What follows belongs to an exercise in optimizing a design on an open flow for small area, a short achievable clock period and few clock cycles per item; a production flow would make more cautious choices. At most, simulation tests tie the RTL to the original design; equivalence was not proved. Power is estimated from default activity; no workload was simulated.

==> fjord: inputs <==
==> flow/design.v (excerpt) <==
module sk_unit (
    input  wire         clk,
    input  wire         rst,           
    input  wire         cmd_valid,
    output wire         cmd_ready,
    input  wire [63:0]  cmd_word,
    input  wire [63:0]  key_in,
    input  wire [63:0]  min_in,
    input  wire [63:0]  max_in,
    input  wire [63:0]  px_in,
    input  wire [63:0]  now_us,
    output reg          done,
    output reg  [3:0]   errcode,
    output reg          init,
    output reg  [3:0]   cursor,
    output reg  [63:0]  master,
    output wire [63:0]  result,
    output reg  [63:0]  px_out,
    input  wire [3:0]   sk_idx,
    output wire [63:0]  subkey
);
    localparam integer KM   = 6;                        
    localparam integer NDIG = (64 + KM - 1) / KM;       
    localparam integer PAD  = KM * NDIG - 64;           
    localparam integer I1   = 1;                        
    localparam integer I2   = 2;
    localparam integer I3   = 3;
    localparam integer M1   = KM * I1 - PAD;            
    localparam integer M2   = KM * I2 - PAD;
    localparam integer M3   = KM * I3 - PAD;
    localparam integer MT   = ((9 + KM - 1 + PAD) / KM) * KM - PAD;   
    localparam integer MTT  = (MT > 9) ? MT - KM : MT;
    localparam integer W1   = 16;                       
  ...
==> module sk_andpre, before the edit <==
module sk_andpre #(parameter integer N = 16) (
    input  wire [N-1:0] x,
    output reg  [N-1:0] y
);
    integer d, j;
    always @(*) begin
        y = x;
        for (d = 1; d < N; d = d * 2)
            for (j = N - 1; j >= d; j = j - 1)
                y[j] = y[j] & y[j - d];
    end
endmodule
clock: 8.0 ns
lec_check: 0
cap_margin: 20
core_margin: 2
core_utilization: 45
gpl_routability_driven: 1
gpl_timing_driven: 0
place_density: 0.6
slew_margin: 20
synth_hierarchical: 1
synth_minimum_keep_size: 0
run.sh (not shown) runs the stock make flow with config.mk's settings and CLKGATE_MAP_FILE= SYNTH_SCRIPT=/design/flow/synth_recipe.tcl, a recipe that flattens the netlist after the stock synthesis.
==> onyx (differences from fjord) <==
--- a/flow/design.v
+++ b/flow/design.v
@@ -79,30 +79,55 @@
     wire [45:0] ones;
     sk_andpre #(.N(46)) u_ones (.x({perm[62:18], 1'b1}), .y(ones));
     assign sk = {perm[63:18] ^ (ones & {46{c18}}), lo};
 endmodule
 module sk_andpre #(parameter integer N = 16) (
     input  wire [N-1:0] x,
-    output reg  [N-1:0] y
+    output wire [N-1:0] y
 );
-    integer d, j;
-    always @(*) begin
-        y = x;
-        for (d = 1; d < N; d = d * 2)
-            for (j = N - 1; j >= d; j = j - 1)
-                y[j] = y[j] & y[j - d];
-    end
+    function integer clog2;
+        input integer n;
+        begin
+            clog2 = 0;
+            while ((1 << clog2) < n) clog2 = clog2 + 1;
+        end
+    endfunction
+    localparam integer L = clog2(N);
+    wire [N-1:0] v [0:L];
+    assign v[0] = x;
+    genvar l, i;
+    generate
+        for (l = 0; l < L; l = l + 1) begin : g_lvl
+            for (i = 0; i < N; i = i + 1) begin : g_node
+                if ((i >> l) & 1) begin : g_op
+                    sk_and2 u_and (.a(v[l][i]), .b(v[l][((i >> (l + 1)) << (l + 1)) + (1 << l) - 1]),
+                                   .y(v[l+1][i]));
+                end else begin : g_pass
+                    assign v[l+1][i] = v[l][i];
+                end
+            end
+        end
+    endgenerate
+    assign y = v[L];
+endmodule
+module sk_and2 (
+    input  wire a, b,
+    output wire y
+);
+    assign y = a & b;
 endmodule
 module sk_div_mid #(parameter integer K = 8) (      
     input  wire [15:0]  rem_in,
     input  wire [K-1:0] bits,
     input  wire [15:0]  d,           
     input  wire [16:0]  m2,          
     input  wire [17:0]  m3,          
     output wire [15:0]  rem_out,
-    output wire [K-1:0] q
+    output wire [K-1:0] q,
+    output wire [63:0]  last_c,      
+    output wire [3:0]   last_p
 );
     wire [15:0] r [0:K/2];
     assign r[0] = rem_in;
     genvar j;
     generate
         for (j = 0; j < K / 2; j = j + 1) begin : g_step
@@ -114,12 +139,16 @@
             sk_ks #(.N(18), .T(1)) u_a3 (.a(t), .b(~m3),         .cin(1'b0), .sum(s3), .cout(ge3));
             wire p3 = ge3, p2 = ge2 & ~ge3, p1 = ge1 & ~ge2, p0 = ~ge1;
             assign r[j+1] = ({16{p3}} & s3[15:0]) | ({16{p2}} & s2[15:0]) |
                             ({16{p1}} & s1[15:0]) | ({16{p0}} & t[15:0]);
             assign q[K-1-2*j] = ge2;
             assign q[K-2-2*j] = ge3 | (ge1 & ~ge2);
+            if (j == K / 2 - 1) begin : g_last
+                assign last_c = {s3[15:0], s2[15:0], s1[15:0], t[15:0]};
+                assign last_p = {p3, p2, p1, p0};
+            end
         end
     endgenerate
     assign rem_out = r[K/2];
 endmodule
 module sk_ks #(parameter integer N = 16, parameter integer T = 0) (
     input  wire [N-1:0] a,
@@ -386,16 +415,19 @@
         else if (wide)
             nb_nx = {craw[~nxt], {(KM-1){1'b0}}};
         else
             nb_nx = r_ext[64 + PAD - KM * nxt[4:0] -: KM];
     end
     wire [15:0]   mid_rem;
+    wire [63:0]   mid_c;
+    wire [3:0]    mid_p;
     wire [KM-1:0] mid_q;
     sk_div_mid #(.K(KM)) u_mid (.rem_in(rem[15:0]), .bits(nb), .d(dm1[15:0]),
                                 .m2({dm1[15:0], 1'b1}), .m3(m3),
-                                .rem_out(mid_rem), .q(mid_q));
+                                .rem_out(mid_rem), .q(mid_q),
+                                .last_c(mid_c), .last_p(mid_p));
     wire [63:0] wide_rem;
     sk_div_wide u_wide (.rem_in(rem), .bit_in(nb[KM-1]), .d(dm1), .rem_out(wide_rem));
     wire last  = wide ? (cnt == 6'd63) : (cnt == NDIG - 1);
     wire in_div = (state == S_DIV);
     wire acc       = idle & cmd_valid;
     wire go_init   = acc & ok & is_init;
@@ -415,15 +447,20 @@
         else if (go_range)             rem_other = rem_load;
         else if (in_div)               rem_other = wide_rem;
         master_other = master;
         if (go_init)                   master_other = key_in;
         else if (go_initt)             master_other = now_us << (MTT + KM);
     end
+    wire        sm       = step_mid & ~rst;
+    wire [3:0]  sel_mid  = mid_p & {4{sm}};
+    wire [63:0] rem_keep = rst ? 64'd0 : rem_other;
+    wire [15:0] rem_lo   = ({16{sel_mid[3]}} & mid_c[63:48]) | ({16{sel_mid[2]}} & mid_c[47:32]) |
+                           ({16{sel_mid[1]}} & mid_c[31:16]) | ({16{sel_mid[0]}} & mid_c[15:0]) |
+                           ({16{~sm}} & rem_keep[15:0]);
     always @(posedge clk) begin
-        if (step_mid & ~rst) rem <= {48'd0, mid_rem};
-        else                 rem <= rst ? 64'd0 : rem_other;
+        rem <= {rem_keep[63:16] & {48{~sm}}, rem_lo};
         if (step_t & ~rst)   master <= {master[63-KM:0], mid_q};
         else                 master <= rst ? 64'd0 : master_other;
     end
     always @(posedge clk) begin
         if (ld_range) begin
             dm1  <= d_new;
==> flow/flow/run.sh (new file) <==
#!/bin/bash
# The standard layout, with plain buffers (not delay cells) on the ports.
set -euo pipefail
bash standard.sh "BUFFER_PORTS_ARGS=-buffer_cell sky130_fd_sc_hd__buf_1" finish > standard_flow.log 2>&1
==> flow/standard.sh (new file) <==
#!/bin/bash
# synth_recipe.tcl (not shown) runs the flow's synth.tcl, then flattens the netlist and writes it again
# the make line also repeats each setting of config.mk as NAME=value (left out here)
make -C /OpenROAD-flow-scripts/flow DESIGN_CONFIG=/design/flow/config.mk WORK_HOME=/design/flow/orfs CLKGATE_MAP_FILE= SYNTH_SCRIPT=/design/flow/synth_recipe.tcl "${@:-finish}"
==> flow/config.mk (replaced) <==
export PLATFORM = sky130hd
export DESIGN_NAME = sk_unit
export DESIGN_NICKNAME = sk_unit
export VERILOG_FILES = /design/flow/design.v
export SDC_FILE = /design/flow/constraint.sdc
export NUM_CORES = 4
export LEC_CHECK = 0
export CAP_MARGIN = 40
export CORE_MARGIN = 2
export CORE_UTILIZATION = 45
export GPL_ROUTABILITY_DRIVEN = 1
export PLACE_DENSITY = 0.6
export SLEW_MARGIN = 40
export SYNTH_HIERARCHICAL = 1
export SYNTH_MINIMUM_KEEP_SIZE = 0
removed: flow/run.sh
==> quartz (differences from fjord) <==
--- a/flow/design.v
+++ b/flow/design.v
@@ -79,30 +79,55 @@
     wire [45:0] ones;
     sk_andpre #(.N(46)) u_ones (.x({perm[62:18], 1'b1}), .y(ones));
     assign sk = {perm[63:18] ^ (ones & {46{c18}}), lo};
 endmodule
 module sk_andpre #(parameter integer N = 16) (
     input  wire [N-1:0] x,
-    output reg  [N-1:0] y
+    output wire [N-1:0] y
 );
-    integer d, j;
-    always @(*) begin
-        y = x;
-        for (d = 1; d < N; d = d * 2)
-            for (j = N - 1; j >= d; j = j - 1)
-                y[j] = y[j] & y[j - d];
-    end
+    function integer clog2;
+        input integer n;
+        begin
+            clog2 = 0;
+            while ((1 << clog2) < n) clog2 = clog2 + 1;
+        end
+    endfunction
+    localparam integer L = clog2(N);
+    wire [N-1:0] v [0:L];
+    assign v[0] = x;
+    genvar l, i;
+    generate
+        for (l = 0; l < L; l = l + 1) begin : g_lvl
+            for (i = 0; i < N; i = i + 1) begin : g_node
+                if ((i >> l) & 1) begin : g_op
+                    sk_and2 u_and (.a(v[l][i]), .b(v[l][((i >> (l + 1)) << (l + 1)) + (1 << l) - 1]),
+                                   .y(v[l+1][i]));
+                end else begin : g_pass
+                    assign v[l+1][i] = v[l][i];
+                end
+            end
+        end
+    endgenerate
+    assign y = v[L];
+endmodule
+module sk_and2 (
+    input  wire a, b,
+    output wire y
+);
+    assign y = a & b;
 endmodule
 module sk_div_mid #(parameter integer K = 8) (      
     input  wire [15:0]  rem_in,
     input  wire [K-1:0] bits,
     input  wire [15:0]  d,           
     input  wire [16:0]  m2,          
     input  wire [17:0]  m3,          
     output wire [15:0]  rem_out,
-    output wire [K-1:0] q
+    output wire [K-1:0] q,
+    output wire [63:0]  last_c,      
+    output wire [3:0]   last_p
 );
     wire [15:0] r [0:K/2];
     assign r[0] = rem_in;
     genvar j;
     generate
         for (j = 0; j < K / 2; j = j + 1) begin : g_step
@@ -114,12 +139,16 @@
             sk_ks #(.N(18), .T(1)) u_a3 (.a(t), .b(~m3),         .cin(1'b0), .sum(s3), .cout(ge3));
             wire p3 = ge3, p2 = ge2 & ~ge3, p1 = ge1 & ~ge2, p0 = ~ge1;
             assign r[j+1] = ({16{p3}} & s3[15:0]) | ({16{p2}} & s2[15:0]) |
                             ({16{p1}} & s1[15:0]) | ({16{p0}} & t[15:0]);
             assign q[K-1-2*j] = ge2;
             assign q[K-2-2*j] = ge3 | (ge1 & ~ge2);
+            if (j == K / 2 - 1) begin : g_last
+                assign last_c = {s3[15:0], s2[15:0], s1[15:0], t[15:0]};
+                assign last_p = {p3, p2, p1, p0};
+            end
         end
     endgenerate
     assign rem_out = r[K/2];
 endmodule
 module sk_ks #(parameter integer N = 16, parameter integer T = 0) (
     input  wire [N-1:0] a,
@@ -386,16 +415,19 @@
         else if (wide)
             nb_nx = {craw[~nxt], {(KM-1){1'b0}}};
         else
             nb_nx = r_ext[64 + PAD - KM * nxt[4:0] -: KM];
     end
     wire [15:0]   mid_rem;
+    wire [63:0]   mid_c;
+    wire [3:0]    mid_p;
     wire [KM-1:0] mid_q;
     sk_div_mid #(.K(KM)) u_mid (.rem_in(rem[15:0]), .bits(nb), .d(dm1[15:0]),
                                 .m2({dm1[15:0], 1'b1}), .m3(m3),
-                                .rem_out(mid_rem), .q(mid_q));
+                                .rem_out(mid_rem), .q(mid_q),
+                                .last_c(mid_c), .last_p(mid_p));
     wire [63:0] wide_rem;
     sk_div_wide u_wide (.rem_in(rem), .bit_in(nb[KM-1]), .d(dm1), .rem_out(wide_rem));
     wire last  = wide ? (cnt == 6'd63) : (cnt == NDIG - 1);
     wire in_div = (state == S_DIV);
     wire acc       = idle & cmd_valid;
     wire go_init   = acc & ok & is_init;
@@ -415,15 +447,20 @@
         else if (go_range)             rem_other = rem_load;
         else if (in_div)               rem_other = wide_rem;
         master_other = master;
         if (go_init)                   master_other = key_in;
         else if (go_initt)             master_other = now_us << (MTT + KM);
     end
+    wire        sm       = step_mid & ~rst;
+    wire [3:0]  sel_mid  = mid_p & {4{sm}};
+    wire [63:0] rem_keep = rst ? 64'd0 : rem_other;
+    wire [15:0] rem_lo   = ({16{sel_mid[3]}} & mid_c[63:48]) | ({16{sel_mid[2]}} & mid_c[47:32]) |
+                           ({16{sel_mid[1]}} & mid_c[31:16]) | ({16{sel_mid[0]}} & mid_c[15:0]) |
+                           ({16{~sm}} & rem_keep[15:0]);
     always @(posedge clk) begin
-        if (step_mid & ~rst) rem <= {48'd0, mid_rem};
-        else                 rem <= rst ? 64'd0 : rem_other;
+        rem <= {rem_keep[63:16] & {48{~sm}}, rem_lo};
         if (step_t & ~rst)   master <= {master[63-KM:0], mid_q};
         else                 master <= rst ? 64'd0 : master_other;
     end
     always @(posedge clk) begin
         if (ld_range) begin
             dm1  <= d_new;
==> flow/flow/run.sh (new file) <==
#!/bin/bash
# The standard layout, with plain buffers (not delay cells) on the ports.
set -euo pipefail
bash standard.sh "BUFFER_PORTS_ARGS=-buffer_cell sky130_fd_sc_hd__buf_1" finish > standard_flow.log 2>&1
==> flow/standard.sh (new file) <==
#!/bin/bash
# synth_recipe.tcl (not shown) runs the flow's synth.tcl, then flattens the netlist and writes it again
# the make line also repeats each setting of config.mk as NAME=value (left out here)
make -C /OpenROAD-flow-scripts/flow DESIGN_CONFIG=/design/flow/config.mk WORK_HOME=/design/flow/orfs CLKGATE_MAP_FILE= SYNTH_SCRIPT=/design/flow/synth_recipe.tcl "${@:-finish}"
--- a/flow/config.mk
+++ b/flow/config.mk
@@ -6,11 +6,10 @@
 export NUM_CORES = 4
 export LEC_CHECK = 0
 export CAP_MARGIN = 20
 export CORE_MARGIN = 2
 export CORE_UTILIZATION = 45
 export GPL_ROUTABILITY_DRIVEN = 1
-export GPL_TIMING_DRIVEN = 0
 export PLACE_DENSITY = 0.6
 export SLEW_MARGIN = 20
 export SYNTH_HIERARCHICAL = 1
 export SYNTH_MINIMUM_KEEP_SIZE = 0
removed: flow/run.sh
==> indigo (differences from fjord) <==
--- a/flow/design.v
+++ b/flow/design.v
@@ -79,21 +79,44 @@
     wire [45:0] ones;
     sk_andpre #(.N(46)) u_ones (.x({perm[62:18], 1'b1}), .y(ones));
     assign sk = {perm[63:18] ^ (ones & {46{c18}}), lo};
 endmodule
 module sk_andpre #(parameter integer N = 16) (
     input  wire [N-1:0] x,
-    output reg  [N-1:0] y
+    output wire [N-1:0] y
 );
-    integer d, j;
-    always @(*) begin
-        y = x;
-        for (d = 1; d < N; d = d * 2)
-            for (j = N - 1; j >= d; j = j - 1)
-                y[j] = y[j] & y[j - d];
-    end
+    function integer clog2;
+        input integer n;
+        begin
+            clog2 = 0;
+            while ((1 << clog2) < n) clog2 = clog2 + 1;
+        end
+    endfunction
+    localparam integer L = clog2(N);
+    wire [N-1:0] v [0:L];
+    assign v[0] = x;
+    genvar l, i;
+    generate
+        for (l = 0; l < L; l = l + 1) begin : g_lvl
+            for (i = 0; i < N; i = i + 1) begin : g_node
+                if ((i >> l) & 1) begin : g_op
+                    sk_and2 u_and (.a(v[l][i]), .b(v[l][((i >> (l + 1)) << (l + 1)) + (1 << l) - 1]),
+                                   .y(v[l+1][i]));
+                end else begin : g_pass
+                    assign v[l+1][i] = v[l][i];
+                end
+            end
+        end
+    endgenerate
+    assign y = v[L];
+endmodule
+module sk_and2 (
+    input  wire a, b,
+    output wire y
+);
+    assign y = a & b;
 endmodule
 module sk_div_mid #(parameter integer K = 8) (      
     input  wire [15:0]  rem_in,
     input  wire [K-1:0] bits,
     input  wire [15:0]  d,           
     input  wire [16:0]  m2,          
==> flow/config.mk (replaced) <==
export PLATFORM = sky130hd
export DESIGN_NAME = sk_unit
export DESIGN_NICKNAME = sk_unit
export VERILOG_FILES = /design/flow/design.v
export SDC_FILE = /design/flow/constraint.sdc
export NUM_CORES = 4
export LEC_CHECK = 0
export CAP_MARGIN = 40
export CORE_MARGIN = 2
export CORE_UTILIZATION = 45
export GPL_ROUTABILITY_DRIVEN = 1
export PLACE_DENSITY = 0.6
export SLEW_MARGIN = 40
export SYNTH_HIERARCHICAL = 1
export SYNTH_MINIMUM_KEEP_SIZE = 0
==> key figures <==
Outcome
  – Outcome: complete, no violations

Cells and area
  – Sequential portion of the cell area: 16.7%
  – Fillers: 10.8k
  – Area of the multi-input gates: 0.0378 mm²
  – ANT cells: 12
  – Buffering overhead: 8.07%
  – Comb_multi_in: 4806

Power and ir drop
  – Biggest consumer: clock
  – Flop pwr share: 36.2%
  – Psw: 0.00198 W

GRT
  – Initial antenna violation count: 14
  – Gr usage total: 32.6%
  – Largest net degree at the start of global routing: 116
  – Routing usage on met1: 43.6%

Worst setup path
  – Critical path's top delay family: compound AO/OA/AOI/OAI gates

Die
  – Die Span X: 337 µm

Timing
  – Worst slew pin tran: 0.950 ns
The numbers above come from onyx.

==> key figures <==
GRT
  – Gr usage total: 32.8%
  – Initial antenna violation count: 15

Timing
  – Worst slew pin tran: 1.06 ns

Power and ir drop
  – Flop pwr share: 35.5%
  – Psw: 0.00201 W

Cells and area
  – Area of the multi-input gates: 0.0378 mm²
  – ANT cells: 12
  – Comb_multi_in: 4806

Die
  – Die Span X: 337 µm

Worst setup path
  – Critical path's top delay family: compound AO/OA/AOI/OAI gates

Outcome
  – Outcome: complete, no violations
The numbers above come from quartz.

==> key figures <==
Outcome
  – Outcome: finished with violations
  – Violated Checks: negative setup slack

Die
  – Die Span X: 336 µm

Timing
  – Final setup viols: 30
  – Fin worst setup slack: -0.0807 ns
  – Worst slew pin tran: 1.27 ns

Cells and area
  – Sequential portion of the cell area: 14.9%
  – Area of the multi-input gates: 0.0398 mm²
  – Buffering overhead: 15.6%
  – Fillers: 9907
  – Comb_multi_in: 4545

GRT
  – Initial antenna violation count: 26
  – Gr usage total: 38.8%
  – Routing usage on met1: 50.2%

Power and ir drop
  – Flop pwr share: 29.8%
  – Psw: 0.00274 W
The numbers above come from fjord.

==> key figures <==
Power and ir drop
  – Biggest consumer: combinational logic

GRT
  – Gr usage total: 36.4%
  – Initial antenna violation count: 21
  – Routing usage on met1: 44.3%

Outcome
  – Outcome: complete, no violations

Timing
  – Worst slew pin tran: 0.969 ns

Die
  – Die Span X: 339 µm

Cells and area
  – Area of the multi-input gates: 0.0382 mm²
  – Buffering overhead: 19.6%
  – Comb_multi_in: 4745
The numbers above come from indigo.

Testbench counts of onyx, summed over its fixed seeds: cycles 17,942, items 2,400.
Testbench counts of quartz, summed over its fixed seeds: cycles 17,942, items 2,400.
For fjord and indigo, only the layout was checked, not whether the RTL still works.

[static timing again, ports no longer ideal]
The flow's constraints put no driver on any port. The routed layouts listed below were extracted and timed again, unchanged, in two steps. Step 1 sets driving cells, clkbuf_16 on the clock port and buf_2 on the other inputs (assumed; they add their load-dependent delay and slew). Step 2, shift: input delay + t, output delay - t, t = (earliest + latest rising clock arrival at the registers) / 2. This alone moves slack from input paths to output paths. Three values: ideal ports, drivers, drivers and shift; two values: the first two.
run	t (ns)	slack for setup (ns)	clock arrival spread, ns	worst data-port slew with drivers (ns)
fjord	0.742	-0.081 / -0.115 / -0.433	0.068 / 0.068	0.18
onyx	0.724	0.181 / 0.120 / -0.343	0.023 / 0.023	0.24
quartz	0.738	0.209 / 0.149 / -0.346	0.032 / 0.033	0.24
indigo	0.701	0.137 / 0.119 / -0.024	0.063 / 0.063	0.16
With both steps, setup timing fails in onyx, quartz and indigo, where it was met with ideal ports. The setup slack of quartz, which loses most, moves by -0.060 ns with the drivers and by -0.555 ns with both steps.
